This design comes from an exercise in tuning for small area, a short achievable clock period and few clock cycles per item on the open sky130 flow, not from production work.
At most, simulation tests tie the RTL to the original design; equivalence was not proved.
No activity file was given, so power comes from the tool's default toggle rates.

== red ==
Design beep_filter, start of the top module:
module beep_filter (
  input                    clk,
  input                    rst,
  input                    start,
  input      [31:0]        sample_rate,
  input      [31:0]        cutoff,
  output     [7:0]         tan_addr,
  input      [15:0]        tan_data,
  output                   ready,
  output reg               done,
  output reg               err,
  output reg [7:0]         tidx,
  output reg [15:0]        wc,
  output reg signed [15:0] z1_re,
  output reg signed [15:0] z1_im,
  output reg signed [15:0] z2_re,
  output reg signed [15:0] z2_im,
  output reg signed [15:0] a1,
  output reg signed [15:0] a2,
  output reg signed [15:0] b0,
  output reg signed [15:0] b1,
  output reg signed [15:0] b2,
  output reg [31:0]        sum_a
);
Settings: LEC_CHECK=0, CAP_MARGIN=20, CORE_MARGIN=2, CORE_UTILIZATION=40, PLACE_DENSITY=0.6, SLEW_MARGIN=20; clock period 15.0 ns.
run.sh (not shown) runs the stock make flow with config.mk's settings and CLKGATE_MAP_FILE= SYNTH_SCRIPT=/design/flow/synth_recipe.tcl, a recipe that flattens the netlist after the stock synthesis.
Changes in blue relative to red:
diff --git a/flow/design.v b/flow/design.v
--- a/flow/design.v
+++ b/flow/design.v
@@ -90,13 +90,13 @@
   wire [31:0] fmax   = dv >> 2;
   wire [31:0] cut    = {chi, r0[31:2]};
   wire        c_zero = (cut == 32'd0);
   wire [31:0] fdif;
   wire        fnb;                                    
   beep_add #(32) u_cmp (.a(fmax), .b(~cut), .ci(1'b1), .s(fdif), .co(fnb));
-  wire        c_eq   = (fdif == 32'd0);
+  wire        c_eq   = (cut == fmax);
   wire        c_big  = ~fnb;
   function [63:0] csa;
     input [31:0] a, b, c;
     begin
       csa[31:0]  = a ^ b ^ c;
       csa[63:32] = ((a & b) | (a & c) | (b & c)) << 1;
@@ -324,16 +324,16 @@
         wc    <= w;
         z1_re <= {1'b0, h0};
         z1_im <= {1'b0, h1};
         z2_re <= {1'b0, q0[15:1]};
         z2_im <= -q1;
         a1    <= a1c;
-        a2    <= {2'b0, a2c[13:0]};                  
-        b0    <= {5'b0, b1c[11:1]};                  
-        b1    <= {4'b0, b1c[11:0]};
-        b2    <= {5'b0, b1c[11:1]};
-        sum_a <= {{17{suma[17]}}, suma[14:0]};       
+        a2    <= a2c;
+        b0    <= {1'b0, b1c[15:1]};
+        b1    <= b1c;
+        b2    <= {1'b0, b1c[15:1]};
+        sum_a <= {{14{suma[17]}}, suma};
         err   <= 1'b0;
       end
     end
   end
 endmodule
Against red, combinational cell power in blue fell by more than 10%. Re final number of hold-violating endpoints: no difference whatsoever between blue and red. blue reports a lower utilization than red does. Clock network power share | blue above red. Re clock period minus worst slack: blue and red aren't equal, and the lower value belongs to blue. A slowest stage cell on the critical path of sky130_fd_sc_hd__nor2_2 is what blue shows, while sky130_fd_sc_hd__nor2_1 belongs to red. red has higher mean number of vias per cell than blue. Compared with red, blue shows a lower total wire length after detailed routing. Delta (blue minus red): share of the clock period used by the worst path after layout lost 2.4 points; area growth from synthesis to final layout neither gained nor lost much; net count of the finished layout lost 271. Maximum frequency: blue vs red up about 7%.
Testbench counts of blue, summed over its fixed seeds: cycles 13,832, designs 512.
No functional check of the RTL was part of red.

* * *

Another version of the RTL of beep_filter (not shown whole).
Size in the first run: roughly 600 flip-flops, ~290 I/O pins.
make LEC_CHECK=0 CAP_MARGIN=20 CORE_MARGIN=2 CORE_UTILIZATION=40 PLACE_DENSITY=0.6 SLEW_MARGIN=20 finish   # period 15.0 ns
Edit:
--- a/flow/design.v
+++ b/flow/design.v
@@ -151,25 +151,24 @@
   wire [17:0] ra    = ({18{sa1}} & {2'b0, abar})
                     | ({18{sa2}} & {1'b0, abar, 1'b0})
                     | ({18{sa3}} & abar3)
                     | ({18{sal}} & {abar[15], ~abar[15], abar[14:0], 1'b0});   
   wire [17:0] rb    = ({18{sb1}} & {2'b0, bq})
                     | ({18{sb2}} & {1'b0, bq, 1'b0})
                     | ({18{sb3}} & bq3);
   wire [33:0] pa    = {pacc[31:0], 2'b01};
   wire [33:0] pb    = ~{16'd0, ra};
   wire [33:0] pc    = {16'd0, rb};
   wire [33:0] ps    = pa ^ pb ^ pc;
   wire [33:0] pk    = (pa & pb) | (pa & pc) | (pb & pc);
-  wire [19:0] dsum  = {3'b0, pacc[14:0], 2'b01} + pb[19:0] + pc[19:0];
   wire [33:0] pnext;
   wire        pn_co;
   assign {pn_co, pnext} = {1'b0, ps} + {1'b0, pk[32:0], 1'b0};
   wire [15:0] abarc;
   wire        ab_co;
   beep_add #(16) u_ab (.a(16'h8000), .b(~{1'b0, h0}), .ci(~h0[0]), .s(abarc), .co(ab_co));
   wire [17:0] abar3c;
   wire        a3_co;
   beep_add #(18) u_a3 (.a({2'b0, abarc}), .b({1'b0, abarc, 1'b0}), .ci(1'b0), .s(abar3c), .co(a3_co));
   wire [14:0] bpc;
   wire        bp_co;
   beep_add #(15) u_bp (.a({1'b0, h1[13:0]}), .b(15'd0), .ci(h1[0]), .s(bpc), .co(bp_co));
@@ -202,26 +201,26 @@
   always @(posedge clk) begin
     y1   <= t[29:15];
     nz   <= (w[13:0] != 14'd0);
     u2   <= {1'b0, y1} + {2'b01, 13'd0, nz};
     ss   <= l6a[30:0];
     sk   <= l6a[62:32];
     abar  <= abarc;
     abar3 <= abar3c;
     bq    <= {bpc, 1'b0};
     bq3   <= bq3c;
     m0s   <= mf[31:0];
     m0c   <= mf[63:32];
-    dp    <= ~dsum[19] & dsum[17];
-    dm    <= dsum[19];
+    dp    <= (pnext[18:17] - pacc[16:15]) == 2'd1;
+    dm    <= (pnext[18:17] - pacc[16:15]) == 2'd3;
     if (ph_idle)
       dvn <= ~sample_rate;
     else if (ph_ld1)
       dvn <= ~dc;
     else if (z1_end)
       dvn <= ~d2c;
     if (ph_idle)
       r0 <= {cutoff[29:0], 2'b00};
     else if (ph_ld1)
       r0 <= nrc;
     else if (z1_end)
       r0 <= nr2c;
Clock skew decreases by 0.016 ns.
Setup slack degrades by 0.56 ns.
Routed wire length drops by 2.1%.
Area after synthesis drops by 1.0%.
Core utilization climbs by 0.15 points.
Power falls by 2.1%.
Design area drops by 0.93%.
Synthesized cell count is lower by 2.0%.
No run of this note included a check of the RTL's function; only the layout flow was run.

==> afterwards: timing with drivers on the ports <==
How much do the figures lean on ideal ports? The routed layouts below were timed once more, with nothing changed but the port constraints. Step 1 assumes that a clkbuf_16 drives the clock port and a buf_2 every other input. Step 2, shift: input delay + t, output delay - t, t = (earliest + latest rising clock arrival at the registers) / 2. This alone moves slack from input paths to output paths. Three values: ideal ports, drivers, drivers and shift; two values: the first two.
| run | shift t [ns] | setup slack, ns | clock arrival spread, ns | worst slew at a driven data input, ns | cell pins on the clock port's net |
|---|---|---|---|---|---|
| red | 0.756 | 9.319 / 9.319 / 9.238 | 0.063 / 0.063 | 0.09 | 1 |
| blue | 0.760 | 9.686 / 9.686 / 9.546 | 0.040 / 0.041 | 0.07 | 1 |
| the first run of note 2 | 0.755 | 9.452 / 9.452 / 9.352 | 0.069 / 0.068 | 0.16 | 1 |
| the second run of note 2 | 0.754 | 8.894 / 8.894 / 8.894 | 0.047 / 0.047 | 0.14 | 1 |
After both steps every run listed still meets setup and hold. For blue, which loses most, drivers alone change the setup slack by 0.000 ns; drivers and shift together by -0.140 ns.
